What follows belongs to an exercise in optimizing a design on an open flow for small area; a production flow would make more cautious choices.
In this exercise RTL edits were held to simulation tests only and were not proved equivalent to the original.
Power figures rest on the tool's default switching activity, not on a simulated workload.

$ cat design/flow/design.v
module tsb_sensor (
    input  wire        clk,
    input  wire        rst,           
    input  wire        cmd_we,
    input  wire [31:0] cmd,
    input  wire [31:0] arg,
    output wire        busy,
    output reg         done,
    output wire [7:0]  status,
    output reg  [31:0] val,
    input  wire        sns_in,
    output wire        sns_pull_low
);
    localparam [3:0] PH_IDLE       = 4'd0;
    localparam [3:0] PH_TMR_WAIT   = 4'd1;
    localparam [3:0] PH_IDLE_CHECK = 4'd2;
    localparam [3:0] PH_REQ_START  = 4'd3;
    localparam [3:0] PH_REQ_HOLD   = 4'd4;
    localparam [3:0] PH_POST_WAIT  = 4'd5;
    localparam [3:0] PH_ACK_LOW    = 4'd6;
    localparam [3:0] PH_ACK_HIGH   = 4'd7;
    localparam [3:0] PH_BIT_LOW    = 4'd8;
    localparam [3:0] PH_BIT_HIGH   = 4'd9;
    localparam [3:0] PH_DECODE     = 4'd10;
    reg  [3:0]  phase;
    reg  [31:0] cnt;             
    reg  [13:0] win;             
    reg  [7:0]  fb4;             
    reg  [2:0]  st;              
    reg         sns_meta, sns_sync;
    assign busy         = (phase != PH_IDLE);
    assign sns_pull_low = (phase == PH_REQ_HOLD);
    assign status       = {4'd0, st[2], 1'b0, st[1:0]};
    wire s = sns_sync;
    always @(posedge clk) begin
        sns_meta <= sns_in;
        sns_sync <= sns_meta;
    end
    wire cmd_hi0   = (cmd[23:0] == 24'd0);
    wire is_elap   = cmd_hi0 & (cmd[31:24] == 8'h01);
    wire is_rwait  = cmd_hi0 & (cmd[31:24] == 8'h02);
    wire is_sns    = cmd_hi0 & (cmd[31:24] == 8'h10);
    wire start     = (phase == PH_IDLE) & cmd_we;
    wire hold_end  = cnt[16] & cnt[15] & cnt[10] & cnt[9] & cnt[7] & cnt[5];
    wire post_end  = cnt[8] & cnt[7] & cnt[4];
    wire cnt_eq = &(cnt | ~val);
    wire timeout   = win[13] & win[10] & win[9] & win[8] & win[4];    
    wire long_bit  = win[9] | (win[8] & win[7] & win[6] & win[5] & win[4] & (win[3] | win[2]));
    wire in_bit    = (phase == PH_BIT_HIGH) ? long_bit : hold_end;
    wire shift     = (phase == PH_REQ_HOLD) | ((phase == PH_BIT_HIGH) & ~s);
    reg  [7:0] csum;
    wire       mism = (csum != fb4);
    always @(posedge clk) begin
        if (phase == PH_REQ_HOLD)
            csum <= 8'd0;
        else if (shift)
            csum <= {csum[6:0], 1'b0} + fb4[7] + val[7] + val[15] + val[23];
    end
    always @(posedge clk) begin
        if ((start & is_rwait) | ((phase == PH_IDLE_CHECK) & s) |
            ((phase == PH_REQ_HOLD) & hold_end))
            cnt <= 32'd0;
        else
            cnt <= cnt + 32'd1;
    end
    always @(posedge clk) begin
        if ((phase == PH_IDLE_CHECK) | (phase == PH_ACK_HIGH) | (phase == PH_BIT_HIGH) |
            ((phase == PH_ACK_LOW) & ~s))
            win <= win + {13'd0, ~((phase == PH_BIT_HIGH) & win[9])};
        else
            win <= 14'd0;
    end
    always @(posedge clk) begin
        if (start) begin
            val <= cmd[24] ? cnt : arg;    
        end else if (shift) begin
            {val, fb4} <= {val[30:0], fb4, in_bit};
        end else if ((phase == PH_DECODE) & mism) begin
            val <= {16'd0, csum, fb4};
        end
    end
    always @(posedge clk) begin
        if (rst) begin
            phase <= PH_IDLE;
            done  <= 1'b0;
            st    <= 3'd0;
        end else begin
            done <= 1'b0;
            case (phase)
            PH_IDLE: begin
                if (cmd_we) begin
                    if (is_elap) begin
                        st   <= 3'd0;
                        done <= 1'b1;
                    end else if (is_rwait) begin
                        phase <= PH_TMR_WAIT;
                    end else if (is_sns) begin
                        phase <= PH_IDLE_CHECK;
                    end else begin
                        st   <= 3'b100;
                        done <= 1'b1;
                    end
                end
            end
            PH_TMR_WAIT: begin
                if (cnt_eq) begin
                    st    <= 3'd0;
                    done  <= 1'b1;
                    phase <= PH_IDLE;
                end
            end
            PH_IDLE_CHECK: begin
                if (s) begin
                    phase <= PH_REQ_START;
                end else if (timeout) begin
                    st    <= 3'd1;
                    done  <= 1'b1;
                    phase <= PH_IDLE;
                end
            end
            PH_REQ_START: phase <= PH_REQ_HOLD;
            PH_REQ_HOLD:  if (hold_end) phase <= PH_POST_WAIT;
            PH_POST_WAIT: if (post_end) phase <= PH_ACK_LOW;
            PH_ACK_LOW, PH_ACK_HIGH: begin
                if (timeout) begin
                    st    <= 3'd2;
                    done  <= 1'b1;
                    phase <= PH_IDLE;
                end else if (s == (phase == PH_ACK_LOW)) begin
                    phase <= (phase == PH_ACK_LOW) ? PH_ACK_HIGH : PH_BIT_LOW;
                end
            end
            PH_BIT_LOW: if (s) phase <= PH_BIT_HIGH;
            PH_BIT_HIGH: begin
                if (!s) phase <= val[31] ? PH_DECODE : PH_BIT_LOW;
            end
            PH_DECODE: begin
                st    <= mism ? 3'd3 : 3'd0;
                done  <= 1'b1;
                phase <= PH_IDLE;
            end
            default: phase <= PH_IDLE;
            endcase
        end
    end
endmodule
$ cat design/flow/flow/run.sh
#!/bin/bash
# Layout: the standard flow (standard.sh) with these changes:
#  - synthesis: flow/my_synth.tcl, the standard synthesis script with an
#    area-oriented abc script (flow/abc.script) and only full adders
#    extracted; the registers are made exactly as in the standard synthesis;
#  - the port buffers use the smallest buffer cell (buf_1);
#  - clock tree: clkbuf_8 buffers, without dummy loads.
# Each tool's full output stays in orfs/logs/; make's output is in standard.log.
set -euo pipefail
here=$(pwd)
bash standard.sh "SYNTH_SCRIPT=$here/flow/my_synth.tcl" \
  "BUFFER_PORTS_ARGS=-buffer_cell sky130_fd_sc_hd__buf_1" \
  "CTS_ARGS=-sink_clustering_enable -repair_clock_nets -buf_list sky130_fd_sc_hd__clkbuf_8 -dont_use_dummy_load" \
  finish > standard.log 2>&1
$ cat design/flow/flow/abc.script
strash
&get -n
&fraig -x
&put
scorr
dc2
strash
&get -n
&deepsyn -T 20
&put
dch -f
amap
$ cat design/flow/flow/my_synth.tcl
# The standard synthesis script (synth_recipe.tcl) with two changes that
# touch only the combinational logic; the registers come out exactly as in the
# standard synthesis:
#  - abc maps the logic with abc.script (beside this file), an area-oriented
#    script, instead of ORFS's delay-oriented one;
#  - the adder step extracts only full adders (fa cells), no half adders, so
#    abc maps the counters' increment logic.
proc synth {args} { yosys synth -nofsm -noshare {*}$args }
set my_abc_script [file join [file dirname [file normalize [info script]]] abc.script]
proc abc {args} {
  set i [lsearch -exact $args -script]
  if { $i >= 0 } { set args [lreplace $args [expr {$i + 1}] [expr {$i + 1}] $::my_abc_script] }
  yosys abc {*}$args
}
proc extract_fa {args} { yosys extract_fa -fa }
source $::env(SCRIPTS_DIR)/synth.tcl
# left out here: clear keep_hierarchy, flatten, clean up, hide names made inside functions, write 1_2_yosys.v
$ cat design/flow/standard.sh
#!/bin/bash
# synth_recipe.tcl (not shown) runs the flow's synth.tcl, then flattens the netlist and writes it again
# the make line also repeats each setting of config.mk as NAME=value (left out here)
make -C /OpenROAD-flow-scripts/flow DESIGN_CONFIG=/design/flow/config.mk WORK_HOME=/design/flow/orfs CLKGATE_MAP_FILE= SYNTH_SCRIPT=/design/flow/synth_recipe.tcl "${@:-finish}"
$ cat design/flow/config.mk
export PLATFORM = sky130hd
export DESIGN_NAME = tsb_sensor
export DESIGN_NICKNAME = tsb_sensor
export VERILOG_FILES = /design/flow/design.v
export SDC_FILE = /design/flow/constraint.sdc
export NUM_CORES = 4
export LEC_CHECK = 0
export CAP_MARGIN = 20
export CORE_MARGIN = 2
export CORE_UTILIZATION = 40
export SLEW_MARGIN = 20
$ cat design/flow/constraint.sdc
create_clock -name core_clock -period 10.0 [get_ports {clk}]
set_input_delay 2.0000 -clock core_clock [delete_from_list [all_inputs] [get_ports {clk}]]
set_output_delay 2.0000 -clock core_clock [all_outputs]
set_load 0.01 [all_outputs]
==> results of run 1 <==
-- worst max path at each step --
stage	startpoint	end	slack [ns]	depth (start not counted)
after floorplan	cnt[0]	cnt[31]	5.70	28
after global placement	cmd[10]	cnt[26]	4.79	10
after detailed placement	cmd[1]	cnt[26]	4.71	10
after CTS	cnt[0]	cnt[31]	4.94	28
after global routing	cnt[0]	cnt[31]	4.20	28
final	cnt[0]	cnt[31]	4.82	28
-- per-stage QoR --
step                      power [mW]  setup slack, ns
after floorplan                0.740             5.70
after CTS                       1.05             4.94
after detailed placement       0.838             4.71
after global routing            1.10             4.20
final                           1.04             4.82
after global placement         0.833             4.79
-- kinds of logic (layout without fill, tap and decap cells) --
| family | count (synthesis) | count (layout) |
|---|---|---|
| AOI/OAI and AO/OA | 144 | 144 |
| adders and majority gates | 2 | 2 |
| buffers and inverters | 82 | 197 |
| DFF | 104 | 104 |
| other | 1 | 5 |
| and+or+nand+nor | 206 | 206 |
-- state kept, by name, indices dropped and copies added (netlist names) --
register / cells
cnt: 32
csum: 8
done: 1
fb4: 8
phase: 4
sns_meta: 1
sns_sync: 1
st: 3
val: 32
win: 14
-- worst reg2reg max path, delay by kind of cell (launching register included) --
family	cells	cell delay, ns
AOI/OAI and AO/OA	1	0.21
DFF	1	0.40
and+or+nand+nor	27	4.46
-- metal layers --
metal  vias to the layer above  track usage [%]  part of all wire [%]
met5                         -                0                     0
met3                        31             4.21                   7.4
met2                       210             34.3                    44
met1                      2063             30.3                    45
li1                       2178                -                     -
met4                         0             9.51                   3.1
-- power breakdown --
part | internal [mW] | switching, mW
registers | 0.521 | 0.0673
clock network | 0.0811 | 0.130
logic | 0.0878 | 0.154
total | 0.690 | 0.351
-- cell type report --
type | count | area [um^2] | area share (%)
clock buffers | 9 | 124 | 2.27
multi-input cells | 357 | 1930 | 35.3
inverters | 77 | 289 | 5.29
well taps | 143 | 179 | 3.28
repair buffers | 111 | 457 | 8.36
flip-flops and latches | 104 | 2480 | 45.5
-- cell usage after synthesis (all sizes together) (2+ instances only) --
library cell	number	area share (%)
a2111oi	3	0.56
a211oi	24	3.8
a21oi	30	3.2
a221oi	5	0.93
a222oi	9	1.9
a22oi	2	0.32
a31oi	2	0.27
and2	6	0.80
and3	4	0.53
buf	5	0.80
clkinv	77	6.1
dfxtp	64	27
edfxtp	40	25
fa	2	0.85
nand2	40	3.2
nand3	3	0.32
nand4	6	0.80
nor2	102	8.1
nor2b	2	0.27
nor3	27	2.9
nor4	11	1.5
o211ai	2	0.32
o21ai	33	3.5
o221ai	8	1.5
o22ai	11	1.5
o32ai	6	1.1
or3	2	0.27
==> flow_summary.json, run 1 <==
{
  "status": "timing/DRC/antenna clean",
  "cts_buffer_depth": 2,
  "post_cts.resized_instances": 0,
  "chipWidth_um": 113,
  "clock_sink_count": 104,
  "hpwlAfterDp_mm": 10.5,
  "chipHeight_um": 113,
  "worst_slew_pin_slew_ns": 0.773,
  "die_area_mm2": 0.0127,
  "std_cell_rows": 39,
  "cts_buffers": 9,
  "synth_fa_ha_area_share_pct": 0.849,
  "cellLeakagePower_nw": 1.76,
  "wl_mm": 13.7,
  "drt_iter0_drc": 318,
  "dominantRegCellSynth": "sky130_fd_sc_hd__dfxtp_1",
  "gr-total-overflow": 0,
  "clkSlewWorstSetupHoldPaths_ns": 0.09,
  "finalHoldViolCount": 0,
  "largest_family_of_logic_cells_by_synthesized_area": "compound AO/OA/AOI/OAI gates",
  "worst-endpoint-arrival_ns": 5.44,
  "timing.critical_path.max_delay_family": "simple AND/OR/NAND/NOR gates",
  "postCtsSetupRepairBufs": 0,
  "syn_area_mm2": 0.00472,
  "final_core_util_pct": 47.6,
  "route.antenna.remaining_nets": 0,
  "cell_chosen_for_the_clock_root": "sky130_fd_sc_hd__clkbuf_8",
  "post-route-min-period_ns": 5.18,
  "global_route.usage.total_pct": 22.1,
  "drt_pre_antenna_iters": 7,
  "dpl-instance-area_mm2": 0.00533,
  "cts_tree": "yes",
  "number_of_top_level_pins": 111,
  "worst_path_largest_cell_delay_ns": 0.40,
  "yosys_register_bits": 104,
  "async_reset_ff_share_pct": 0,
  "critPathRequiredTime_ns": 10.26,
  "post_synthesis_compound_gate_area_fraction_pct": 20.5,
  "dr_total_vias": 4482,
  "viasPerCell": 5.60,
  "power-per-cell-area_mw_per_mm2": 191,
  "cap_violations": 0,
  "stdcell_area_mm2": 0.00546,
  "min_path_type": "reg2reg",
  "layout.cells.non_filler": 801,
  "finish.net_count": 730,
  "layout-drive-gt1-share_pct": 2.43,
  "routed_wire_length_per_instance_um": 17.1,
  "most_common_cell_after_layout_fill_and_taps_aside": "sky130_fd_sc_hd__buf_1",
  "share_of_synthesized_cell_area_in_and_or_nand_and_nor_gates_pct": 19.0,
  "synth_enable_flop_cells": 40,
  "grt_first_pass_wirelength_mm": 21.9,
  "min_period_over_period_pct": 51.8,
  "reg2reg_depth": 28,
  "worstSkewPairLatency_ns": 0.38,
  "p_r_area_growth_vs_syn_pct": 15.8,
  "vias_in_the_first_global_route": 4343,
  "port_bufs": 105,
  "core_mm2": 0.0115,
  "yosys_warnings": 1,
  "synth-seq-area-share_pct": 52.6,
  "worst_hold_margin_ns": 0.334,
  "largest_net_degree_at_the_start_of_global_routing": 33,
  "finalSetupViolations": 0,
  "final.setup.tns_ns": 0,
  "timing.critical_path.from_type": "flip-flop",
  "remaining_drc_errors": 0,
  "synth_area_per_cell_um2": 8.75,
  "antenna_found_initial": 0,
  "nFillCells": 1157,
  "worstSetupPathType": "reg2reg",
  "slew_viol_final": 0,
  "syn_inst": 539,
  "hold_critical_path_endpoint": "sns_sync",
  "mostFrequentLayoutCells": "105 x sky130_fd_sc_hd__buf_1, 102 x sky130_fd_sc_hd__nor2_1, 77 x sky130_fd_sc_hd__clkinv_1",
  "rrSetupSlack_ns": 4.82,
  "dp_cells": 791,
  "hold_path_depth": 0,
  "critical_path_buffers_and_inverters": 0,
  "worstReg2RegEnd": "cnt[31]",
  "worst_path_max_fanout": 5,
  "rsz0062_at_grt": "no",
  "worst_path_max_delay_cell": "sky130_fd_sc_hd__dfxtp_1",
  "worstReg2RegStart": "cnt[0]",
  "post_cts_hold_buffer_count": 0,
  "peakVddDrop_mv": 0.113,
  "synthXorXnorAreaFrac_pct": 0,
  "initial_core_util_pct": 41.1,
  "place.gp.congestion": 0.916,
  "worst_path_most_repeated_cell": "sky130_fd_sc_hd__nand2_1",
  "remaining_max_slew_budget_at_the_tightest_pin_pct": 48.1,
  "htree_levels": 3,
  "min-delay-start": "sns_meta",
  "timing.fmax_mhz": 193,
  "antenna-diode-count": 0,
  "synth.area.mux_share_pct": 0,
  "synthDistinctLibCells": 40,
  "clock_skew_ns": 0.0246,
  "timing.critical_path.to_type": "flip-flop"
}
==> run 2: changes to the inputs <==
--- a/design/flow/design.v
+++ b/design/flow/design.v
@@ -5,7 +5,7 @@
     input  wire [31:0] cmd,
     input  wire [31:0] arg,
     output wire        busy,
-    output reg         done,
+    output wire        done,
     output wire [7:0]  status,
     output reg  [31:0] val,
     input  wire        sns_in,
@@ -19,16 +19,19 @@
     localparam [3:0] PH_POST_WAIT  = 4'd5;
     localparam [3:0] PH_ACK_LOW    = 4'd6;
     localparam [3:0] PH_ACK_HIGH   = 4'd7;
-    localparam [3:0] PH_BIT_LOW    = 4'd8;
+    localparam [3:0] PH_BIT_LOW    = 4'd11;
     localparam [3:0] PH_BIT_HIGH   = 4'd9;
     localparam [3:0] PH_DECODE     = 4'd10;
+    localparam [3:0] PH_DONE       = 4'd8;     
     reg  [3:0]  phase;
     reg  [31:0] cnt;             
     reg  [13:0] win;             
     reg  [7:0]  fb4;             
     reg  [2:0]  st;              
     reg         sns_meta, sns_sync;
-    assign busy         = (phase != PH_IDLE);
+    wire   idle         = (phase == PH_IDLE) | (phase == PH_DONE);
+    assign busy         = ~idle;
+    assign done         = (phase == PH_DONE);
     assign sns_pull_low = (phase == PH_REQ_HOLD);
     assign status       = {4'd0, st[2], 1'b0, st[1:0]};
     wire s = sns_sync;
@@ -40,7 +43,7 @@
     wire is_elap   = cmd_hi0 & (cmd[31:24] == 8'h01);
     wire is_rwait  = cmd_hi0 & (cmd[31:24] == 8'h02);
     wire is_sns    = cmd_hi0 & (cmd[31:24] == 8'h10);
-    wire start     = (phase == PH_IDLE) & cmd_we;
+    wire start     = idle & cmd_we;
     wire hold_end  = cnt[16] & cnt[15] & cnt[10] & cnt[9] & cnt[7] & cnt[5];
     wire post_end  = cnt[8] & cnt[7] & cnt[4];
     wire cnt_eq = &(cnt | ~val);
@@ -70,43 +73,46 @@
         else
             win <= 14'd0;
     end
+    wire        ld_cnt  = start & cmd[24];
+    wire        ld_arg  = start & ~cmd[24];
+    wire        ld_mism = ~start & ~shift & (phase == PH_DECODE) & mism;
+    wire        hold    = ~start & ~shift & ~((phase == PH_DECODE) & mism);
+    wire [39:0] frame_sh = {val[30:0], fb4, in_bit};
     always @(posedge clk) begin
-        if (start) begin
-            val <= cmd[24] ? cnt : arg;    
-        end else if (shift) begin
-            {val, fb4} <= {val[30:0], fb4, in_bit};
-        end else if ((phase == PH_DECODE) & mism) begin
-            val <= {16'd0, csum, fb4};
-        end
+        val <= ({32{ld_cnt}} & cnt) | ({32{ld_arg}} & arg) |
+               ({32{shift & ~start}} & frame_sh[39:8]) |
+               ({32{ld_mism}} & {16'd0, csum, fb4}) | ({32{hold}} & val);
+    end
+    always @(posedge clk) begin
+        if (shift)
+            fb4 <= frame_sh[7:0];
     end
     always @(posedge clk) begin
         if (rst) begin
             phase <= PH_IDLE;
-            done  <= 1'b0;
             st    <= 3'd0;
         end else begin
-            done <= 1'b0;
             case (phase)
-            PH_IDLE: begin
+            PH_IDLE, PH_DONE: begin
+                phase <= PH_IDLE;
                 if (cmd_we) begin
                     if (is_elap) begin
                         st   <= 3'd0;
-                        done <= 1'b1;
+                        phase <= PH_DONE;
                     end else if (is_rwait) begin
                         phase <= PH_TMR_WAIT;
                     end else if (is_sns) begin
                         phase <= PH_IDLE_CHECK;
                     end else begin
                         st   <= 3'b100;
-                        done <= 1'b1;
+                        phase <= PH_DONE;
                     end
                 end
             end
             PH_TMR_WAIT: begin
                 if (cnt_eq) begin
                     st    <= 3'd0;
-                    done  <= 1'b1;
-                    phase <= PH_IDLE;
+                    phase <= PH_DONE;
                 end
             end
             PH_IDLE_CHECK: begin
@@ -114,8 +120,7 @@
                     phase <= PH_REQ_START;
                 end else if (timeout) begin
                     st    <= 3'd1;
-                    done  <= 1'b1;
-                    phase <= PH_IDLE;
+                    phase <= PH_DONE;
                 end
             end
             PH_REQ_START: phase <= PH_REQ_HOLD;
@@ -124,8 +129,7 @@
             PH_ACK_LOW, PH_ACK_HIGH: begin
                 if (timeout) begin
                     st    <= 3'd2;
-                    done  <= 1'b1;
-                    phase <= PH_IDLE;
+                    phase <= PH_DONE;
                 end else if (s == (phase == PH_ACK_LOW)) begin
                     phase <= (phase == PH_ACK_LOW) ? PH_ACK_HIGH : PH_BIT_LOW;
                 end
@@ -136,8 +140,7 @@
             end
             PH_DECODE: begin
                 st    <= mism ? 3'd3 : 3'd0;
-                done  <= 1'b1;
-                phase <= PH_IDLE;
+                phase <= PH_DONE;
             end
             default: phase <= PH_IDLE;
             endcase
--- a/design/flow/flow/my_synth.tcl
+++ b/design/flow/flow/my_synth.tcl
@@ -4,7 +4,8 @@
 #  - abc maps the logic with abc.script (beside this file), an area-oriented
 #    script, instead of ORFS's delay-oriented one;
 #  - the adder step extracts only full adders (fa cells), no half adders, so
-#    abc maps the counters' increment logic.
+#    abc maps the counters' increment logic;
+#  - the buffers on pass-through and constant outputs are buf_1, not buf_4.
 proc synth {args} { yosys synth -nofsm -noshare {*}$args }
 set my_abc_script [file join [file dirname [file normalize [info script]]] abc.script]
 proc abc {args} {
@@ -13,5 +14,6 @@
   yosys abc {*}$args
 }
 proc extract_fa {args} { yosys extract_fa -fa }
+set ::env(MIN_BUF_CELL_AND_PORTS) "sky130_fd_sc_hd__buf_1 A X"
 source $::env(SCRIPTS_DIR)/synth.tcl
 # left out here: clear keep_hierarchy, flatten, clean up, hide names made inside functions, write 1_2_yosys.v
==> flow_summary.json, run 2 <==
{
  "status": "timing/DRC/antenna clean",
  "cts_tree": "yes",
  "worst_path_largest_cell_delay_ns": 0.39,
  "p_r_area_growth_vs_syn_pct": 16.5,
  "worst_path_most_repeated_cell": "sky130_fd_sc_hd__nor2_1",
  "antenna_found_initial": 0,
  "post-synth-top-area-fraction_pct": 42.6,
  "power-per-cell-area_mw_per_mm2": 168,
  "post_cts_hold_buffer_count": 0,
  "worst_path_max_delay_cell": "sky130_fd_sc_hd__dfxtp_1",
  "cell_chosen_for_the_clock_root": "sky130_fd_sc_hd__clkbuf_8",
  "synthMostInstantiatedCell": "sky130_fd_sc_hd__dfxtp_1",
  "timing.critical_path.max_delay_family": "simple AND/OR/NAND/NOR gates",
  "hpwlAfterDp_mm": 10.1,
  "cellLeakagePower_nw": 1.73,
  "postCtsSetupRepairBufs": 0,
  "syn_area_mm2": 0.00446,
  "yosys_register_bits": 103,
  "antenna-diode-count": 0,
  "clock_skew_ns": 0.0184,
  "dominantRegCellSynth": "sky130_fd_sc_hd__dfxtp_1",
  "synth-seq-area-share_pct": 48.0,
  "async_reset_ff_share_pct": 0,
  "rsz0062_at_grt": "no",
  "synth_area_per_cell_um2": 8.49,
  "total_power_consumption_of_the_routed_design_uw": 875,
  "min_period_over_period_pct": 53.4,
  "leading_post_synthesis_cells_by_cell_area": "sky130_fd_sc_hd__dfxtp_1 43%, sky130_fd_sc_hd__clkinv_1 6.7%, sky130_fd_sc_hd__nor2_1 6.3%, sky130_fd_sc_hd__o221ai_1 5.5%, sky130_fd_sc_hd__edfxtp_1 5.4%",
  "yosys_warnings": 1,
  "timing.critical_path.to_type": "flip-flop",
  "cts_buffer_depth": 2,
  "crit_path_start": "cnt[2]",
  "global_route.usage.total_pct": 23.0,
  "worstSkewPairLatency_ns": 0.38,
  "chipHeight_um": 110,
  "layout-drive-gt1-share_pct": 2.49,
  "std_cell_rows": 38,
  "remaining_max_slew_budget_at_the_tightest_pin_pct": 36.3,
  "number_of_top_level_pins": 111,
  "port_bufs": 105,
  "final.setup.tns_ns": 0,
  "critical_path_buffers_and_inverters": 1,
  "clkSlewWorstSetupHoldPaths_ns": 0.09,
  "worst-endpoint-arrival_ns": 5.60,
  "synthTopCellsByCount": "95 x sky130_fd_sc_hd__dfxtp_1, 80 x sky130_fd_sc_hd__clkinv_1, 75 x sky130_fd_sc_hd__nor2_1",
  "die_area_mm2": 0.0120,
  "finish.net_count": 715,
  "htree_levels": 3,
  "initial_core_util_pct": 41.1,
  "slew_viol_final": 0,
  "timing.critical_path.from_type": "flip-flop",
  "cts_buffers": 9,
  "drt_iter0_drc": 325,
  "largest_net_degree_at_the_start_of_global_routing": 33,
  "post_cts.resized_instances": 0,
  "finalSetupViolations": 0,
  "synth_top_cell_by_area": "sky130_fd_sc_hd__dfxtp_1",
  "syn_inst": 525,
  "min_path_type": "reg2reg",
  "rrSetupSlack_ns": 4.66,
  "core_mm2": 0.0108,
  "remaining_drc_errors": 0,
  "most_common_cell_after_layout_fill_and_taps_aside": "sky130_fd_sc_hd__buf_1",
  "timing.fmax_mhz": 187,
  "worst_path_max_fanout": 4,
  "layout_top_registers": "cnt (32), val (32), win (14)",
  "worstReg2RegStart": "cnt[2]",
  "synthDistinctLibCells": 36,
  "route.antenna.remaining_nets": 0,
  "dr_total_vias": 4432,
  "viasPerCell": 5.66,
  "finalHoldViolCount": 0,
  "wl_mm": 13.6,
  "min-delay-start": "sns_meta",
  "peakVddDrop_mv": 0.0842,
  "mostFrequentLayoutCells": "105 x sky130_fd_sc_hd__buf_1, 95 x sky130_fd_sc_hd__dfxtp_1, 80 x sky130_fd_sc_hd__clkinv_1",
  "post-route-min-period_ns": 5.34,
  "cap_violations": 0,
  "worst_slew_pin_slew_ns": 0.950,
  "routed_wire_length_per_instance_um": 17.4,
  "grt_first_pass_wirelength_mm": 21.0,
  "clock_sink_count": 103,
  "vias_in_the_first_global_route": 4026,
  "critPathRequiredTime_ns": 10.26,
  "chipWidth_um": 110,
  "place.gp.congestion": 0.918,
  "worstSetupPathType": "reg2reg",
  "gr-total-overflow": 0,
  "synth_enable_flop_cells": 8,
  "drt_pre_antenna_iters": 5
}
## run 2: cell count changes in the layout (fill, tap and decap cells not counted), moves of 6 or more
| cell | before | now |
|---|---|---|
| sky130_fd_sc_hd__o221ai_1 | 8 | 28 |
| sky130_fd_sc_hd__a211oi_1 | 24 | 18 |
| sky130_fd_sc_hd__a21oi_1 | 30 | 13 |
| sky130_fd_sc_hd__a22oi_1 | 2 | 13 |
| sky130_fd_sc_hd__edfxtp_1 | 40 | 8 |
| sky130_fd_sc_hd__dfxtp_1 | 64 | 95 |
| sky130_fd_sc_hd__nor2_1 | 102 | 74 |
| sky130_fd_sc_hd__a222oi_1 | 9 | 19 |
## run 2: layout make-up
cell class,instances,area [um^2]
Tap cell,140,175
Sequential cell,103,2140
Inverter,80,300
Multi-Input combinational cell,341,2020
Clock buffer,9,124
Fill cell,1092,5650
Timing Repair Buffer,110,432
## run 2: where the power goes
group	switching, mW	internal, mW	leakage (nW)
logic	0.0937	0.0627	0.809
registers	0.0466	0.461	0.861
clock network	0.130	0.0811	0.0647
total	0.270	0.604	1.73
## run 2: metal layers
metal,vias to the layer above,track usage (%),wire length [um]
met4,0,4.25,159
met3,14,5.81,1030
met2,163,37.3,6440
met5,-,0,0
li1,2202,-,-
met1,2053,31.4,5970
## run 2: path summary, 6_finish.rpt
kind / end / cells after the start
worst max-delay path: cnt[31] / 30
worst min-delay path: sns_sync / 0
worst max register to register: cnt[31] / 30
worst min register to register: sns_sync / 0
## run 2: cell families (layout without fill, tap and decap cells)
family	count (synthesis)	in the layout	synth area share, %
other	1	5	0.0841
adder cells (fa/ha/maj)	2	2	0.898
buffers and inverters	85	199	7.15
flip-flops	103	103	48.0
AND/OR/NAND/NOR	172	172	17.2
AO/OA/AOI/OAI	162	162	26.6
## run 2: stage by stage
step | cell area, um^2 | util, % | setup slack (ns) | hold slack (ns) | instances
5_1_grt | 5190 | 47.9 | 3.96 | 0.354 | 783
2_1_floorplan | 4470 | - | 5.68 | 0.310 | 529
3_5_place_dp | 5060 | 46.7 | 4.76 | 0.318 | 774
3_3_place_gp | 5060 | 46.7 | 4.92 | 0.313 | 774
4_1_cts | 5190 | 47.9 | 4.75 | 0.341 | 783
6_report | 5190 | 47.9 | 4.66 | 0.336 | 783
## run 2: worst reg2reg max path, delay by kind of cell, from the launching register on
kind,cells,cell delay [ns]
flip-flops,1,0.39
AO/OA/AOI/OAI,1,0.19
buffers and inverters,1,0.11
AND/OR/NAND/NOR,28,4.55
==> run 3: changes to the inputs <==
--- a/design/flow/design.v
+++ b/design/flow/design.v
@@ -26,6 +26,7 @@
     reg  [3:0]  phase;
     reg  [31:0] cnt;             
     reg  [13:0] win;             
+    reg         lng;             
     reg  [7:0]  fb4;             
     reg  [2:0]  st;              
     reg         sns_meta, sns_sync;
@@ -47,8 +48,9 @@
     wire hold_end  = cnt[16] & cnt[15] & cnt[10] & cnt[9] & cnt[7] & cnt[5];
     wire post_end  = cnt[8] & cnt[7] & cnt[4];
     wire cnt_eq = &(cnt | ~val);
-    wire timeout   = win[13] & win[10] & win[9] & win[8] & win[4];    
-    wire long_bit  = win[9] | (win[8] & win[7] & win[6] & win[5] & win[4] & (win[3] | win[2]));
+    wire timeout   = ((win & 14'b01101111111111) == 14'b00001101101010);    
+    wire at500     = ((win & 14'b10010010110100) == 14'b00010010100000);    
+    wire long_bit  = lng | at500;                                      
     wire in_bit    = (phase == PH_BIT_HIGH) ? long_bit : hold_end;
     wire shift     = (phase == PH_REQ_HOLD) | ((phase == PH_BIT_HIGH) & ~s);
     reg  [7:0] csum;
@@ -69,9 +71,15 @@
     always @(posedge clk) begin
         if ((phase == PH_IDLE_CHECK) | (phase == PH_ACK_HIGH) | (phase == PH_BIT_HIGH) |
             ((phase == PH_ACK_LOW) & ~s))
-            win <= win + {13'd0, ~((phase == PH_BIT_HIGH) & win[9])};
+            win <= {win[12:0], ~(win[13] ^ win[12] ^ win[11] ^ win[1])};
         else
             win <= 14'd0;
+    end
+    always @(posedge clk) begin
+        if (phase == PH_BIT_LOW)
+            lng <= 1'b0;
+        else if (at500)
+            lng <= 1'b1;
     end
     wire        ld_cnt  = start & cmd[24];
     wire        ld_arg  = start & ~cmd[24];
--- a/design/flow/flow/my_synth.tcl
+++ b/design/flow/flow/my_synth.tcl
@@ -1,4 +1,4 @@
-# The standard synthesis script (synth_recipe.tcl) with two changes that
+# The standard synthesis script (synth_recipe.tcl) with three changes that
 # touch only the combinational logic; the registers come out exactly as in the
 # standard synthesis:
 #  - abc maps the logic with abc.script (beside this file), an area-oriented
--- a/design/flow/config.mk
+++ b/design/flow/config.mk
@@ -5,7 +5,7 @@
 export SDC_FILE = /design/flow/constraint.sdc
 export NUM_CORES = 4
 export LEC_CHECK = 0
-export CAP_MARGIN = 20
+export CAP_MARGIN = 0
 export CORE_MARGIN = 2
 export CORE_UTILIZATION = 40
-export SLEW_MARGIN = 20
+export SLEW_MARGIN = 0
==> flow_summary.json, run 3 <==
{
  "status": "timing/DRC/antenna clean",
  "syn_inst": 512,
  "largest_net_degree_at_the_start_of_global_routing": 35,
  "cts_buffers": 9,
  "worst_path_max_delay_cell": "sky130_fd_sc_hd__dfxtp_1",
  "crit_path_start": "cnt[0]",
  "antenna-diode-count": 0,
  "number_of_top_level_pins": 111,
  "power-per-cell-area_mw_per_mm2": 301,
  "min_period_over_period_pct": 49.3,
  "grt_first_pass_wirelength_mm": 20.1,
  "place.gp.congestion": 0.876,
  "wl_mm": 12.7,
  "cell_internal_power_uw": 886,
  "worst_path_largest_cell_delay_ns": 0.40,
  "largest_family_of_logic_cells_by_synthesized_area": "compound AO/OA/AOI/OAI gates",
  "remaining_max_slew_budget_at_the_tightest_pin_pct": 24.2,
  "leading_post_synthesis_cells_by_cell_area": "sky130_fd_sc_hd__dfxtp_1 44%, sky130_fd_sc_hd__clkinv_1 6.8%, sky130_fd_sc_hd__nor2_1 6.3%, sky130_fd_sc_hd__edfxtp_1 5.4%, sky130_fd_sc_hd__a222oi_1 4.5%",
  "layout-drive-gt1-share_pct": 2.69,
  "share_of_synthesized_cell_area_in_and_or_nand_and_nor_gates_pct": 18.7,
  "switching_share_pct": 42.8,
  "std_cell_rows": 38,
  "yosys_warnings": 1,
  "layout_top_registers": "cnt (32), val (32), win (14)",
  "global_route.usage.total_pct": 22.1,
  "peakVddDrop_mv": 0.125,
  "cap_violations": 0,
  "die_area_mm2": 0.0119,
  "cellLeakagePower_nw": 1.67,
  "finalSetupViolations": 0,
  "worst_slew_pin_slew_ns": 1.14,
  "htree_levels": 3,
  "syn_area_mm2": 0.00441,
  "comb_power_share_pct": 39.3,
  "synth-seq-area-share_pct": 49.0,
  "gr-total-overflow": 0,
  "initial_core_util_pct": 40.9,
  "min-delay-start": "sns_meta",
  "synth_top_cell_by_area": "sky130_fd_sc_hd__dfxtp_1",
  "worst-endpoint-arrival_ns": 5.19,
  "synth.area.mux_share_pct": 0,
  "layout.cells.non_filler": 771,
  "rsz0062_at_grt": "no",
  "critPathRequiredTime_ns": 10.26,
  "critical_path_buffers_and_inverters": 0,
  "final.setup.tns_ns": 0,
  "cell_chosen_for_the_clock_root": "sky130_fd_sc_hd__clkbuf_8",
  "dominantRegCellSynth": "sky130_fd_sc_hd__dfxtp_1",
  "chipHeight_um": 109,
  "synthMostInstantiatedCell": "sky130_fd_sc_hd__dfxtp_1",
  "worst_hold_margin_ns": 0.367,
  "routed_wire_length_per_instance_um": 16.5,
  "postCtsSetupRepairBufs": 0,
  "port_bufs": 105,
  "switching_power_uw": 664,
  "finish.net_count": 703,
  "timing.critical_path.from_type": "flip-flop",
  "slew_viol_final": 0,
  "timing.critical_path.max_delay_family": "simple AND/OR/NAND/NOR gates",
  "vias_in_the_first_global_route": 3968,
  "finalHoldViolCount": 0,
  "yosys_register_bits": 104,
  "cts_tree": "yes",
  "timing.critical_path.to_type": "flip-flop",
  "remaining_drc_errors": 0,
  "power.clock.fraction_pct": 13.4,
  "hpwlAfterDp_mm": 9.66,
  "async_reset_ff_share_pct": 0,
  "mostFrequentLayoutCells": "105 x sky130_fd_sc_hd__buf_1, 96 x sky130_fd_sc_hd__dfxtp_1, 80 x sky130_fd_sc_hd__clkinv_1",
  "worstSkewPairLatency_ns": 0.37,
  "post-route-min-period_ns": 4.93,
  "chipWidth_um": 109,
  "post_synthesis_compound_gate_area_fraction_pct": 23.9,
  "clkSlewWorstSetupHoldPaths_ns": 0.11,
  "core_mm2": 0.0108,
  "worst_path_max_fanout": 5,
  "synth_area_per_cell_um2": 8.62,
  "post_cts_hold_buffer_count": 0,
  "p_r_area_growth_vs_syn_pct": 16.8,
  "timing.fmax_mhz": 203,
  "drt_pre_antenna_iters": 7,
  "total_power_consumption_of_the_routed_design_mw": 1.55,
  "clock_sink_count": 104,
  "synth_enable_flop_cells": 8,
  "worstSetupPathType": "reg2reg",
  "synthXorXnorAreaFrac_pct": 0.198,
  "clock_skew_ns": 0.0344,
  "cts_buffer_depth": 2,
  "synthTopCellsByCount": "96 x sky130_fd_sc_hd__dfxtp_1, 80 x sky130_fd_sc_hd__clkinv_1, 74 x sky130_fd_sc_hd__nor2_1",
  "sequentialPowerShare_pct": 47.4,
  "viasPerCell": 5.63,
  "post_cts.resized_instances": 0,
  "post-synth-top-area-fraction_pct": 43.5,
  "drt_iter0_drc": 373,
  "dr_total_vias": 4339,
  "min_path_type": "reg2reg",
  "most_common_cell_after_layout_fill_and_taps_aside": "sky130_fd_sc_hd__buf_1",
  "antenna_found_initial": 0,
  "synth_fa_ha_area_share_pct": 0.907,
  "worstReg2RegStart": "cnt[0]",
  "synthDistinctLibCells": 36,
  "dp_cells": 762,
  "route.antenna.remaining_nets": 0
}
-- run 3: cell count changes after synthesis, moves of 2 or more --
cell and change:
sky130_fd_sc_hd__o21ai_0 -10, sky130_fd_sc_hd__nand2_1 -3, sky130_fd_sc_hd__o32ai_1 +2, sky130_fd_sc_hd__a22oi_1 -2, sky130_fd_sc_hd__or2_0 +2, sky130_fd_sc_hd__o221ai_1 -6, sky130_fd_sc_hd__a211oi_1 -7, sky130_fd_sc_hd__nand3_1 +3
sky130_fd_sc_hd__and3_1 -2, sky130_fd_sc_hd__o2111ai_1 +3, sky130_fd_sc_hd__nor2b_1 +6, sky130_fd_sc_hd__nor3b_1 +7, sky130_fd_sc_hd__nor4_1 +2, sky130_fd_sc_hd__nor3_1 -6
-- run 3: cell families (layout without fill, tap and decap cells) --
| family | after synthesis | after routing |
|---|---|---|
| AOI/OAI and AO/OA | 141 | 141 |
| xor gates and xnor gates | 1 | 1 |
| adders and majority gates | 2 | 2 |
| buffers and inverters | 85 | 200 |
| DFF | 104 | 104 |
| other | 1 | 5 |
| and+or+nand+nor | 178 | 178 |
-- run 3: per-layer routing --
layer	vias up	share of wire, %	wire length (um)	GRT usage [%]
met2	190	45	5720	34.6
li1	2145	-	-	-
met1	1983	45	5780	31.4
met5	-	0	0	0
met3	21	8.0	1020	3.83
met4	0	1.7	213	6.04
-- run 3: worst paths after layout --
| check | cells after the start | slack [ns] | to |
|---|---|---|---|
| worst max register to register | 28 | 5.07 | cnt[31] |
| worst min register to register | 0 | 0.37 | sns_sync |
| worst max-delay path | 28 | 5.07 | cnt[31] |
| worst min-delay path | 0 | 0.37 | sns_sync |
-- run 3: metrics by stage --
step / instance area, um^2 / utilization [%] / setup WS (ns)
6_report: 5150 / 47.7 / 5.07
5_1_grt: 5150 / 47.7 / 4.11
4_1_cts: 5150 / 47.7 / 5.06
3_5_place_dp: 5030 / 46.6 / 5.11
3_3_place_gp: 5030 / 46.6 / 5.31
2_1_floorplan: 4430 / - / 5.71
-- run 3: area by class of cell --
type	count	area [um^2]
fill	1081	5640
sequential	104	2160
inverter	80	300
tap	140	175
timing repair buffer	111	439
clock buffer	9	124
multi-input combinational	327	1950
-- run 3: power groups by stage --
stage / Combinational [mW] / Sequential, mW / Clock, mW
after detailed placement: 0.608 / 0.739 / 0
final: 0.609 / 0.734 / 0.207
after global placement: 0.602 / 0.740 / 0
after global routing: 0.689 / 0.753 / 0.230
after floorplan: 0.383 / 0.725 / 0
after CTS: 0.610 / 0.732 / 0.214
==> run 4: changes to the inputs <==
--- a/design/flow/config.mk
+++ b/design/flow/config.mk
@@ -8,4 +8,5 @@
 export CAP_MARGIN = 0
 export CORE_MARGIN = 2
 export CORE_UTILIZATION = 40
+export GPL_TIMING_DRIVEN = 0
 export SLEW_MARGIN = 0
==> flow_summary.json, run 4 <==
{
  "status": "timing/DRC/antenna clean",
  "synthDistinctLibCells": 36,
  "peakVddDrop_mv": 0.127,
  "htree_levels": 3,
  "cts_tree": "yes",
  "std_cell_rows": 38,
  "wl_mm": 13.0,
  "reg2reg_depth": 28,
  "yosys_register_bits": 104,
  "clkSlewWorstSetupHoldPaths_ns": 0.10,
  "hpwlAfterDp_mm": 9.60,
  "dr_total_vias": 4411,
  "route.antenna.remaining_nets": 0,
  "drt_iter0_drc": 427,
  "clock_skew_ns": 0.0280,
  "finalHoldViolCount": 0,
  "worst_path_largest_cell_delay_ns": 0.41,
  "synth_area_per_cell_um2": 8.62,
  "core_mm2": 0.0108,
  "worstReg2RegEnd": "cnt[31]",
  "rsz0062_at_grt": "no",
  "power-per-cell-area_mw_per_mm2": 301,
  "post-synth-top-area-fraction_pct": 43.5,
  "worst_hold_margin_ns": 0.337,
  "syn_area_mm2": 0.00441,
  "min-delay-start": "sns_meta",
  "global_route.usage.total_pct": 22.5,
  "worstSkewPairLatency_ns": 0.37,
  "worst_slew_pin_slew_ns": 1.35,
  "largest_net_degree_at_the_start_of_global_routing": 42,
  "cts_buffers": 9,
  "syn_inst": 512,
  "most_common_cell_after_layout_fill_and_taps_aside": "sky130_fd_sc_hd__buf_1",
  "cellLeakagePower_nw": 1.67,
  "min_period_over_period_pct": 53.2,
  "synth.area.mux_share_pct": 0,
  "antenna_found_initial": 0,
  "dominantRegCellSynth": "sky130_fd_sc_hd__dfxtp_1",
  "synthXorXnorAreaFrac_pct": 0.198,
  "mostFrequentLayoutCells": "110 x sky130_fd_sc_hd__buf_1, 96 x sky130_fd_sc_hd__dfxtp_1, 80 x sky130_fd_sc_hd__clkinv_1",
  "finish.net_count": 704,
  "synth_fa_ha_area_share_pct": 0.907,
  "finalSetupViolations": 0,
  "synth_top_cell_by_area": "sky130_fd_sc_hd__dfxtp_1",
  "worst_path_max_fanout": 5,
  "initial_core_util_pct": 40.9,
  "dp_cells": 763,
  "cell_chosen_for_the_clock_root": "sky130_fd_sc_hd__clkbuf_8",
  "total_power_consumption_of_the_routed_design_mw": 1.56,
  "synthTopCellsByCount": "96 x sky130_fd_sc_hd__dfxtp_1, 80 x sky130_fd_sc_hd__clkinv_1, 74 x sky130_fd_sc_hd__nor2_1",
  "worstSetupPathType": "reg2reg",
  "die_area_mm2": 0.0119,
  "timing.critical_path.to_type": "flip-flop",
  "timing.critical_path.from_type": "flip-flop",
  "grt_first_pass_wirelength_mm": 20.6,
  "layout_top_registers": "cnt (32), val (32), win (14)",
  "endpoint": "cnt[31]",
  "p_r_area_growth_vs_syn_pct": 17.2,
  "worstReg2RegStart": "cnt[0]",
  "post_synthesis_compound_gate_area_fraction_pct": 23.9,
  "drt_pre_antenna_iters": 7,
  "synthMostInstantiatedCell": "sky130_fd_sc_hd__dfxtp_1",
  "async_reset_ff_share_pct": 0,
  "rrSetupSlack_ns": 4.68,
  "chipWidth_um": 109,
  "remaining_max_slew_budget_at_the_tightest_pin_pct": 9.76,
  "dpl-instance-area_mm2": 0.00504,
  "chipHeight_um": 109,
  "place.gp.congestion": 0.859,
  "slew_viol_final": 0,
  "critPathRequiredTime_ns": 10.26,
  "cap_violations": 0,
  "post_cts.resized_instances": 0,
  "timing.fmax_mhz": 188,
  "worst-endpoint-arrival_ns": 5.58,
  "min_path_type": "reg2reg",
  "final_core_util_pct": 47.9,
  "number_of_top_level_pins": 111,
  "leading_post_synthesis_cells_by_cell_area": "sky130_fd_sc_hd__dfxtp_1 44%, sky130_fd_sc_hd__clkinv_1 6.8%, sky130_fd_sc_hd__nor2_1 6.3%, sky130_fd_sc_hd__edfxtp_1 5.4%, sky130_fd_sc_hd__a222oi_1 4.5%",
  "largest_family_of_logic_cells_by_synthesized_area": "compound AO/OA/AOI/OAI gates",
  "vias_in_the_first_global_route": 4000,
  "post-route-min-period_ns": 5.32,
  "gr-total-overflow": 0,
  "antenna-diode-count": 0,
  "post_cts_hold_buffer_count": 0,
  "clock_sink_count": 104,
  "stdcell_area_mm2": 0.00517,
  "layout-drive-gt1-share_pct": 2.22,
  "yosys_warnings": 1,
  "routed_wire_length_per_instance_um": 16.8,
  "cts_buffer_depth": 2,
  "share_of_synthesized_cell_area_in_and_or_nand_and_nor_gates_pct": 18.7,
  "synth_enable_flop_cells": 8,
  "final.setup.tns_ns": 0,
  "crit_path_start": "cnt[0]",
  "viasPerCell": 5.71,
  "remaining_drc_errors": 0,
  "postCtsSetupRepairBufs": 0,
  "layout.cells.non_filler": 772,
  "worst_path_max_delay_cell": "sky130_fd_sc_hd__dfxtp_1",
  "synth-seq-area-share_pct": 49.0,
  "setup_ws_ns": 4.68,
  "dp_slack_ns": 4.78,
  "port_bufs": 105
}
-- run 4: layout make-up --
class                   count  area (um^2)
plain buffers               5         18.8
clock buffers               9          124
fillers                  1063         5620
inverters                  80          300
multi-input cells         327         1960
flip-flops and latches    104         2160
well taps                 140          175
repair buffers            107          437
-- run 4: cell families after synthesis --
group / Yosys count
DFF: 104
buffers and inverters: 85
other: 1
and+or+nand+nor: 178
xor gates and xnor gates: 1
adders and majority gates: 2
AOI/OAI and AO/OA: 141
-- run 4: worst min path at each step --
stage,to,cells past startpoint,slack (ns)
global placement,sns_sync,0,0.31
finish,sns_sync,0,0.34
global route,sns_sync,0,0.34
detailed placement,sns_sync,0,0.31
floorplan,sns_sync,0,0.31
CTS,sns_sync,0,0.34
-- run 4: routing by layer --
| metal | wire, um | track usage [%] | vias up |
|---|---|---|---|
| met5 | 0 | 0 | - |
| met4 | 219 | 6.96 | 0 |
| met3 | 1150 | 4.48 | 18 |
| met2 | 5840 | 35.5 | 225 |
| met1 | 5770 | 31.0 | 2036 |
| li1 | - | - | 2132 |
-- run 4: critical path, delay by kind of cell, from the launching register on --
family             cells  cell delay [ns]
AOI/OAI and AO/OA      1             0.23
and+or+nand+nor       27             4.57
DFF                    1             0.41
-- run 4: report_power, final --
group / internal, mW / switching, mW / total, mW
Clock: 0.0812 / 0.129 / 0.210
Sequential: 0.578 / 0.154 / 0.732
Combinational: 0.230 / 0.385 / 0.615
Total: 0.890 / 0.668 / 1.56
==> run 5: changes to the inputs <==
==> design/flow/config.mk (replaced) <==
export PLATFORM = sky130hd
export DESIGN_NAME = tsb_sensor
export DESIGN_NICKNAME = tsb_sensor
export VERILOG_FILES = /design/flow/design.v
export SDC_FILE = /design/flow/constraint.sdc
export NUM_CORES = 4
export LEC_CHECK = 0
export CAP_MARGIN = 20
export CORE_MARGIN = 2
export CORE_UTILIZATION = 40
export SLEW_MARGIN = 20
==> flow_summary.json, run 5 <==
{
  "antenna-diode-count": 0,
  "drt_iter0_drc": 373,
  "grt_first_pass_wirelength_mm": 20.1,
  "postCtsSetupRepairBufs": 0,
  "routed_wire_length_per_instance_um": 16.5,
  "post-synth-top-area-fraction_pct": 43.5,
  "gr-total-overflow": 0,
  "synth_enable_flop_cells": 8,
  "worstSkewPairLatency_ns": 0.37,
  "layout_top_registers": "cnt (32), val (32), win (14)",
  "antenna_found_initial": 0,
  "std_cell_rows": 38,
  "die_area_mm2": 0.0119,
  "async_reset_ff_share_pct": 0,
  "vias_in_the_first_global_route": 3968,
  "number_of_top_level_pins": 111,
  "finalHoldViolCount": 0,
  "worst_slew_pin_slew_ns": 0.849,
  "core_mm2": 0.0108,
  "min-delay-start": "sns_meta",
  "initial_core_util_pct": 40.9,
  "syn_inst": 512,
  "yosys_register_bits": 104,
  "yosys_warnings": 1,
  "min_path_type": "reg2reg",
  "timing.critical_path.to_type": "flip-flop",
  "largest_net_degree_at_the_start_of_global_routing": 35,
  "rsz0062_at_grt": "no",
  "synth_top_cell_by_area": "sky130_fd_sc_hd__dfxtp_1",
  "drt_pre_antenna_iters": 7,
  "clkSlewWorstSetupHoldPaths_ns": 0.11,
  "synth_area_per_cell_um2": 8.62,
  "power.clock.fraction_pct": 13.4,
  "synthTopCellsByCount": "96 x sky130_fd_sc_hd__dfxtp_1, 80 x sky130_fd_sc_hd__clkinv_1, 74 x sky130_fd_sc_hd__nor2_1",
  "post_cts.resized_instances": 0,
  "dr_total_vias": 4349,
  "chipHeight_um": 109,
  "hold_critical_path_endpoint": "sns_sync",
  "cap_violations": 0,
  "cts_buffers": 9,
  "worst_path_max_delay_cell": "sky130_fd_sc_hd__dfxtp_1",
  "worstSetupPathType": "reg2reg",
  "power-per-cell-area_mw_per_mm2": 301,
  "route.antenna.remaining_nets": 0,
  "hold_path_depth": 0,
  "port_bufs": 105,
  "worst_path_largest_cell_delay_ns": 0.40,
  "comb_power_share_pct": 39.3,
  "layout.cells.non_filler": 771,
  "finalSetupViolations": 0,
  "rrSetupSlack_ns": 5.08,
  "timing.critical_path.from_type": "flip-flop",
  "cellLeakagePower_nw": 1.67,
  "leading_post_synthesis_cells_by_cell_area": "sky130_fd_sc_hd__dfxtp_1 44%, sky130_fd_sc_hd__clkinv_1 6.8%, sky130_fd_sc_hd__nor2_1 6.3%, sky130_fd_sc_hd__edfxtp_1 5.4%, sky130_fd_sc_hd__a222oi_1 4.5%",
  "switching_power_uw": 665,
  "status": "timing/DRC/antenna clean",
  "sequentialPowerShare_pct": 47.3,
  "final.setup.tns_ns": 0,
  "syn_area_mm2": 0.00441,
  "finish.net_count": 703,
  "post_cts_hold_buffer_count": 0,
  "critPathRequiredTime_ns": 10.27,
  "cell_internal_power_uw": 886,
  "timing.fmax_mhz": 203,
  "remaining_max_slew_budget_at_the_tightest_pin_pct": 42.9,
  "worst-endpoint-arrival_ns": 5.19,
  "clock_sink_count": 104,
  "worstReg2RegEnd": "cnt[31]",
  "post-route-min-period_ns": 4.92,
  "layout-drive-gt1-share_pct": 2.85,
  "mostFrequentLayoutCells": "105 x sky130_fd_sc_hd__buf_1, 96 x sky130_fd_sc_hd__dfxtp_1, 80 x sky130_fd_sc_hd__clkinv_1",
  "worst_path_max_fanout": 5,
  "p_r_area_growth_vs_syn_pct": 16.8,
  "htree_levels": 3,
  "cts_tree": "yes",
  "cts_buffer_depth": 2,
  "place.gp.congestion": 0.876,
  "cell_chosen_for_the_clock_root": "sky130_fd_sc_hd__clkbuf_8",
  "peakVddDrop_mv": 0.126,
  "global_route.usage.total_pct": 22.1,
  "worstReg2RegStart": "cnt[0]",
  "chipWidth_um": 109,
  "reg2reg_depth": 28,
  "wl_mm": 12.7,
  "min_period_over_period_pct": 49.2,
  "viasPerCell": 5.64,
  "remaining_drc_errors": 0,
  "dominantRegCellSynth": "sky130_fd_sc_hd__dfxtp_1",
  "synthDistinctLibCells": 36,
  "slew_viol_final": 0,
  "most_common_cell_after_layout_fill_and_taps_aside": "sky130_fd_sc_hd__buf_1",
  "clock_skew_ns": 0.0344,
  "dp_cells": 762,
  "hpwlAfterDp_mm": 9.66,
  "synthMostInstantiatedCell": "sky130_fd_sc_hd__dfxtp_1",
  "switching_share_pct": 42.9,
  "synth-seq-area-share_pct": 49.0
}
-- run 5: power by group through the flow --
stage / sequential [mW] / combinational, mW / clock (mW)
3_3_place_gp: 0.740 / 0.602 / 0
6_report: 0.734 / 0.609 / 0.208
4_1_cts: 0.732 / 0.610 / 0.214
3_5_place_dp: 0.739 / 0.608 / 0
5_1_grt: 0.753 / 0.689 / 0.230
2_1_floorplan: 0.725 / 0.383 / 0
-- run 5: logic make-up (layout without fill, tap and decap cells) --
kind of cell	Yosys count	in the layout	synth area share, %
xor gates and xnor gates	1	1	0.199
buffers and inverters	85	200	7.23
DFF	104	104	49.0
AOI/OAI and AO/OA	141	141	23.9
adders and majority gates	2	2	0.907
other	1	5	0.0850
and+or+nand+nor	178	178	18.7
-- run 5: routing by layer --
layer  vias to the layer above  wire length [um]  global-route usage (%)
li1                       2148                 -                       -
met1                      1984              5770                    31.4
met2                       196              5710                    34.6
met3                        21              1060                    3.83
met4                         0               213                    6.04
met5                         -                 0                       0
-- run 5: cell type report --
| type | count | area [um^2] |
|---|---|---|
| fillers | 1080 | 5640 |
| flip-flops and latches | 104 | 2160 |
| multi-input cells | 327 | 1950 |
| repair buffers | 111 | 439 |
| inverters | 80 | 300 |
| well taps | 140 | 175 |
| clock buffers | 9 | 124 |
-- run 5: worst max path at each step --
stage / startpoint / end / slack, ns / cells after the start
final: cnt[0] / cnt[31] / 5.08 / 28
after global routing: cnt[0] / cnt[31] / 4.12 / 28
after CTS: cnt[0] / cnt[31] / 5.06 / 28
after detailed placement: cnt[0] / cnt[31] / 5.11 / 28
after global placement: cnt[0] / cnt[31] / 5.31 / 28
after floorplan: cnt[0] / cnt[31] / 5.71 / 28
-- run 5: critical path: cells and delay by family (launching register included) --
family,cells,cell delay (ns)
compound gates,1,0.19
simple gates,27,4.25
flops,1,0.40
-- run 5: stage by stage --
stage | cell area, um^2 | hold WS, ns | power, mW | setup WS [ns] | util [%]
5_1_grt | 5150 | 0.384 | 1.67 | 4.12 | 47.8
3_3_place_gp | 5030 | 0.311 | 1.34 | 5.31 | 46.6
2_1_floorplan | 4430 | 0.310 | 1.11 | 5.71 | -
6_report | 5150 | 0.367 | 1.55 | 5.08 | 47.8
3_5_place_dp | 5030 | 0.322 | 1.35 | 5.11 | 46.6
4_1_cts | 5150 | 0.376 | 1.56 | 5.06 | 47.7
==> run 6: changes to the inputs <==
--- a/design/flow/design.v
+++ b/design/flow/design.v
@@ -47,7 +47,7 @@
     wire start     = idle & cmd_we;
     wire hold_end  = cnt[16] & cnt[15] & cnt[10] & cnt[9] & cnt[7] & cnt[5];
     wire post_end  = cnt[8] & cnt[7] & cnt[4];
-    wire cnt_eq = &(cnt | ~val);
+    wire cnt_eq    = &(cnt | ~val);
     wire timeout   = ((win & 14'b01101111111111) == 14'b00001101101010);    
     wire at500     = ((win & 14'b10010010110100) == 14'b00010010100000);    
     wire long_bit  = lng | at500;                                      
==> flow_summary.json, run 6 <==
{
  "timing.critical_path.to_type": "flip-flop",
  "largest_net_degree_at_the_start_of_global_routing": 35,
  "peakVddDrop_mv": 0.126,
  "drt_pre_antenna_iters": 7,
  "clock_sink_count": 104,
  "worst-endpoint-arrival_ns": 5.19,
  "viasPerCell": 5.64,
  "clkSlewWorstSetupHoldPaths_ns": 0.11,
  "synth_enable_flop_cells": 8,
  "synth-seq-area-share_pct": 49.0,
  "async_reset_ff_share_pct": 0,
  "gr-total-overflow": 0,
  "switching_share_pct": 42.9,
  "power-per-cell-area_mw_per_mm2": 301,
  "dominantRegCellSynth": "sky130_fd_sc_hd__dfxtp_1",
  "slew_viol_final": 0,
  "dr_total_vias": 4349,
  "route.antenna.remaining_nets": 0,
  "cell_internal_power_uw": 886,
  "min_path_type": "reg2reg",
  "synthMostInstantiatedCell": "sky130_fd_sc_hd__dfxtp_1",
  "yosys_register_bits": 104,
  "die_area_mm2": 0.0119,
  "p_r_area_growth_vs_syn_pct": 16.8,
  "drt_iter0_drc": 373,
  "syn_area_mm2": 0.00441,
  "vias_in_the_first_global_route": 3968,
  "postCtsSetupRepairBufs": 0,
  "synth_area_per_cell_um2": 8.62,
  "timing.critical_path.from_type": "flip-flop",
  "routed_wire_length_per_instance_um": 16.5,
  "mostFrequentLayoutCells": "105 x sky130_fd_sc_hd__buf_1, 96 x sky130_fd_sc_hd__dfxtp_1, 80 x sky130_fd_sc_hd__clkinv_1",
  "cap_violations": 0,
  "final.setup.tns_ns": 0,
  "power.clock.fraction_pct": 13.4,
  "antenna_found_initial": 0,
  "timing.fmax_mhz": 203,
  "cellLeakagePower_nw": 1.67,
  "layout-drive-gt1-share_pct": 2.85,
  "synthTopCellsByCount": "96 x sky130_fd_sc_hd__dfxtp_1, 80 x sky130_fd_sc_hd__clkinv_1, 74 x sky130_fd_sc_hd__nor2_1",
  "post_cts_hold_buffer_count": 0,
  "finalSetupViolations": 0,
  "remaining_drc_errors": 0,
  "chipHeight_um": 109,
  "std_cell_rows": 38,
  "worst_slew_pin_slew_ns": 0.849,
  "status": "timing/DRC/antenna clean",
  "remaining_max_slew_budget_at_the_tightest_pin_pct": 42.9,
  "cell_chosen_for_the_clock_root": "sky130_fd_sc_hd__clkbuf_8",
  "antenna-diode-count": 0,
  "layout_top_registers": "cnt (32), val (32), win (14)",
  "post-synth-top-area-fraction_pct": 43.5,
  "htree_levels": 3,
  "synth_top_cell_by_area": "sky130_fd_sc_hd__dfxtp_1",
  "wl_mm": 12.7,
  "grt_first_pass_wirelength_mm": 20.1,
  "clock_skew_ns": 0.0344,
  "min_period_over_period_pct": 49.2,
  "cts_buffers": 9,
  "core_mm2": 0.0108,
  "post_cts.resized_instances": 0,
  "critPathRequiredTime_ns": 10.27,
  "worst_path_max_fanout": 5,
  "worst_path_largest_cell_delay_ns": 0.40,
  "most_common_cell_after_layout_fill_and_taps_aside": "sky130_fd_sc_hd__buf_1",
  "cts_buffer_depth": 2,
  "synthDistinctLibCells": 36,
  "place.gp.congestion": 0.876,
  "syn_inst": 512,
  "sequentialPowerShare_pct": 47.3,
  "finish.net_count": 703,
  "leading_post_synthesis_cells_by_cell_area": "sky130_fd_sc_hd__dfxtp_1 44%, sky130_fd_sc_hd__clkinv_1 6.8%, sky130_fd_sc_hd__nor2_1 6.3%, sky130_fd_sc_hd__edfxtp_1 5.4%, sky130_fd_sc_hd__a222oi_1 4.5%",
  "number_of_top_level_pins": 111,
  "hpwlAfterDp_mm": 9.66,
  "cts_tree": "yes",
  "worstSetupPathType": "reg2reg",
  "yosys_warnings": 1,
  "comb_power_share_pct": 39.3,
  "rsz0062_at_grt": "no",
  "chipWidth_um": 109,
  "global_route.usage.total_pct": 22.1,
  "switching_power_uw": 665,
  "worst_path_max_delay_cell": "sky130_fd_sc_hd__dfxtp_1",
  "nFillCells": 1080,
  "finalHoldViolCount": 0,
  "post-route-min-period_ns": 4.92,
  "port_bufs": 105,
  "worstSkewPairLatency_ns": 0.37,
  "initial_core_util_pct": 40.9,
  "worst_hold_margin_ns": 0.367
}
run 6: layout make-up:
| class | instances | area (um^2) | area share, % |
|---|---|---|---|
| sequential | 104 | 2160 | 42.0 |
| multi-input combinational | 327 | 1950 | 37.9 |
| timing repair buffer | 111 | 439 | 8.52 |
| inverter | 80 | 300 | 5.83 |
| tap | 140 | 175 | 3.40 |
| clock buffer | 9 | 124 | 2.40 |
run 6: final timing paths:
path / start / endpoint / slack, ns / cells past startpoint
worst max-delay path: cnt[0] / cnt[31] / 5.08 / 28
worst min register to register: sns_meta / sns_sync / 0.37 / 0
worst min-delay path: sns_meta / sns_sync / 0.37 / 0
worst max register to register: cnt[0] / cnt[31] / 5.08 / 28
run 6: critical path: cells and delay by family (launching register included):
kind               cells  cell delay [ns]
AOI/OAI and AO/OA      1             0.19
DFF                    1             0.40
and+or+nand+nor       27             4.25
run 6: kinds of logic (layout without fill, tap and decap cells):
family	Yosys count	in the layout	share of synthesized area, %
compound gates	141	141	23.9
xor+xnor	1	1	0.199
fa+ha+maj	2	2	0.907
buf+inv	85	200	7.23
flops	104	104	49.0
other cells	1	5	0.0850
simple gates	178	178	18.7
run 6: layer usage:
layer  share of wire (%)  global-route usage, %
met1                  45                   31.4
met2                  45                   34.6
met3                 8.3                   3.83
met4                 1.7                   6.04
met5                   0                      0
run 6: stage by stage:
stage                     utilization (%)  total power, mW  instance area, um^2  instances  worst slack [ns]
after floorplan                         -             1.11                 4430        516              5.71
after global placement               46.6             1.34                 5030        762              5.31
after detailed placement             46.6             1.35                 5030        762              5.11
after CTS                            47.7             1.56                 5150        771              5.06
after global routing                 47.8             1.67                 5150        771              4.12
final                                47.8             1.55                 5150        771              5.08
run 6: power by group through the flow:
stage / Clock [mW] / Combinational, mW / Sequential [mW]
6_report: 0.208 / 0.609 / 0.734
5_1_grt: 0.230 / 0.689 / 0.753
4_1_cts: 0.214 / 0.610 / 0.732
3_5_place_dp: 0 / 0.608 / 0.739
3_3_place_gp: 0 / 0.602 / 0.740
2_1_floorplan: 0 / 0.383 / 0.725
==> run 7: changes to the inputs <==
==> design/flow/flow/run.sh (replaced) <==
#!/bin/bash
# Layout: the standard flow (standard.sh) with these changes:
#  - synthesis: flow/my_synth.tcl, the standard synthesis script with an
#    area-oriented abc script (flow/abc.script) and only full adders
#    extracted; the registers are made exactly as in the standard synthesis;
#  - the port buffers use the smallest buffer cell (buf_1);
#  - clock tree: clkbuf_4 buffers under a clkbuf_8 root, without dummy loads.
# Each tool's full output stays in orfs/logs/; make's output is in standard.log.
set -euo pipefail
here=$(pwd)
bash standard.sh "SYNTH_SCRIPT=$here/flow/my_synth.tcl" \
  "BUFFER_PORTS_ARGS=-buffer_cell sky130_fd_sc_hd__buf_1" \
  "CTS_ARGS=-sink_clustering_enable -buf_list sky130_fd_sc_hd__clkbuf_4 -root_buf sky130_fd_sc_hd__clkbuf_8 -dont_use_dummy_load" \
  finish > standard.log 2>&1
--- a/design/flow/config.mk
+++ b/design/flow/config.mk
@@ -7,5 +7,5 @@
 export LEC_CHECK = 0
 export CAP_MARGIN = 20
 export CORE_MARGIN = 2
-export CORE_UTILIZATION = 40
+export CORE_UTILIZATION = 60
 export SLEW_MARGIN = 20
==> flow_summary.json, run 7 <==
{
  "cell_chosen_for_the_clock_root": "sky130_fd_sc_hd__clkbuf_8",
  "vias_in_the_first_global_route": 4190,
  "p_r_area_growth_vs_syn_pct": 15.6,
  "worst_path_largest_cell_delay_ns": 0.39,
  "layout_top_registers": "cnt (32), val (32), win (14)",
  "worstSkewPairLatency_ns": 0.36,
  "met1_length_mm": 5.12,
  "power-per-cell-area_mw_per_mm2": 303,
  "yosys_warnings": 1,
  "die_area_mm2": 0.00806,
  "rsz0062_at_grt": "no",
  "post_cts_hold_buffer_count": 0,
  "antenna-diode-count": 0,
  "slew_viol_final": 0,
  "largest_family_of_logic_cells_by_synthesized_area": "compound AO/OA/AOI/OAI gates",
  "worst-endpoint-arrival_ns": 5.40,
  "layout-drive-gt1-share_pct": 2.85,
  "status": "timing/DRC/antenna clean",
  "critPathRequiredTime_ns": 10.27,
  "remaining_max_slew_budget_at_the_tightest_pin_pct": 45.9,
  "postCtsSetupRepairBufs": 0,
  "routed_wire_length_per_instance_um": 16.8,
  "synthXorXnorAreaFrac_pct": 0.198,
  "share_of_synthesized_cell_area_in_and_or_nand_and_nor_gates_pct": 18.7,
  "syn_area_mm2": 0.00441,
  "wl_mm": 12.2,
  "most_common_cell_after_layout_fill_and_taps_aside": "sky130_fd_sc_hd__buf_1",
  "min-delay-start": "sns_meta",
  "post_cts.resized_instances": 0,
  "post-route-min-period_ns": 5.12,
  "crit_path_start": "cnt[0]",
  "min_period_over_period_pct": 51.2,
  "clock_sink_count": 104,
  "worst_slew_pin_slew_ns": 0.808,
  "route.antenna.remaining_nets": 0,
  "timing.fmax_mhz": 195,
  "cts_buffer_depth": 2,
  "cts_tree": "yes",
  "post_synthesis_compound_gate_area_fraction_pct": 23.9,
  "synth_enable_flop_cells": 8,
  "drt_iter0_drc": 373,
  "worstReg2RegStart": "cnt[0]",
  "mostFrequentLayoutCells": "105 x sky130_fd_sc_hd__buf_1, 96 x sky130_fd_sc_hd__dfxtp_1, 80 x sky130_fd_sc_hd__clkinv_1",
  "dpl-instance-area_mm2": 0.00498,
  "largest_net_degree_at_the_start_of_global_routing": 33,
  "cellLeakagePower_nw": 1.67,
  "synth-seq-area-share_pct": 49.0,
  "cap_violations": 0,
  "nFillCells": 607,
  "viasPerCell": 6.04,
  "yosys_register_bits": 104,
  "std_cell_rows": 31,
  "antenna_found_initial": 0,
  "cts_buffers": 9,
  "min_path_type": "reg2reg",
  "number_of_top_level_pins": 111,
  "timing.critical_path.to_type": "flip-flop",
  "place.gp.congestion": 0.928,
  "finalSetupViolations": 0,
  "dr_total_vias": 4408,
  "post-synth-top-area-fraction_pct": 43.5,
  "route.met2.wl_mm": 5.81,
  "worst_path_max_delay_cell": "sky130_fd_sc_hd__dfxtp_1",
  "syn_inst": 512,
  "port_bufs": 105,
  "grt_first_pass_wirelength_mm": 19.9,
  "worstSetupPathType": "reg2reg",
  "global_route.usage.total_pct": 30.4,
  "stdcell_area_mm2": 0.00510,
  "synth.area.mux_share_pct": 0,
  "synth_top_cell_by_area": "sky130_fd_sc_hd__dfxtp_1"
}
## run 7: cell counts after synthesis
Identical to the previous run, type by type.
## run 7: per-stage QoR
step                total power, mW  std cells  util, %  hold WS, ns  worst slack, ns
floorplan                      1.11        516        -        0.310             5.71
finish                         1.55        730     71.1        0.333             4.88
detailed placement             1.34        721     69.4        0.313             5.02
global route                   1.65        730     71.1        0.342             4.20
CTS                            1.54        730     71.1        0.333             4.97
global placement               1.32        721     69.4        0.314             5.34
## run 7: layout make-up
class | instances | area [um^2] | area share, %
clock buffer | 9 | 124 | 2.43
inverter | 80 | 300 | 5.89
multi-input combinational | 327 | 1950 | 38.3
sequential | 104 | 2160 | 42.4
tap | 99 | 124 | 2.43
timing repair buffer | 111 | 439 | 8.61
## run 7: final timing paths
check | endpoint | slack, ns | cells after the start
max | cnt[31] | 4.88 | 28
min | sns_sync | 0.33 | 0
max reg2reg | cnt[31] | 4.88 | 28
min reg2reg | sns_sync | 0.33 | 0
## run 7: where the power goes
part	leakage, nW	total, mW	switching [mW]	internal [mW]
clock network	0.0647	0.203	0.122	0.0811
registers	0.872	0.733	0.155	0.578
logic	0.735	0.612	0.384	0.228
## run 7: critical path, delay by kind of cell (launching register included)
family           cells  cell delay [ns]
AO/OA/AOI/OAI        1             0.20
flip-flops           1             0.39
AND/OR/NAND/NOR     27             4.47
## run 7: layer usage
metal	track usage (%)	vias up
li1	-	2134
met1	39.5	1999
met2	51.1	240
met3	5.53	35
met4	11.0	0
met5	0	-
## run 7: kinds of logic (layout without fill, tap and decap cells)
| group | Yosys count | after routing |
|---|---|---|
| and+or+nand+nor | 178 | 178 |
| xor gates and xnor gates | 1 | 1 |
| adders and majority gates | 2 | 2 |
| other | 1 | 5 |
| buffers and inverters | 85 | 200 |
| DFF | 104 | 104 |
| AOI/OAI and AO/OA | 141 | 141 |

re-timing with driven ports:
No port has a modelled driver above. Below, the same layouts with a new extraction and two added sets of constraints. Step 1, drivers: a clkbuf_16 drives clk and a buf_2 each remaining input, both assumed. Step 2 times the ports against the registers' clock, not the clock port: input delays grow and output delays shrink by t, the midpoint of the rising clock arrivals with the driver on. a / b / c = ideal ports / drivers / drivers and shift; a / b = the first two.
run | shift t [ns] | setup slack, ns
run 1 | 0.400 | 4.825 / 4.825 / 4.825
run 2 | 0.400 | 4.663 / 4.663 / 4.663
run 3 | 0.385 | 5.074 / 5.074 / 5.074
run 4 | 0.389 | 4.685 / 4.685 / 4.685
run 5 | 0.385 | 5.083 / 5.083 / 5.083
run 6 | 0.385 | 5.083 / 5.083 / 5.083
run 7 | 0.377 | 4.876 / 4.876 / 4.876
After both steps setup and hold are still met in every run listed.
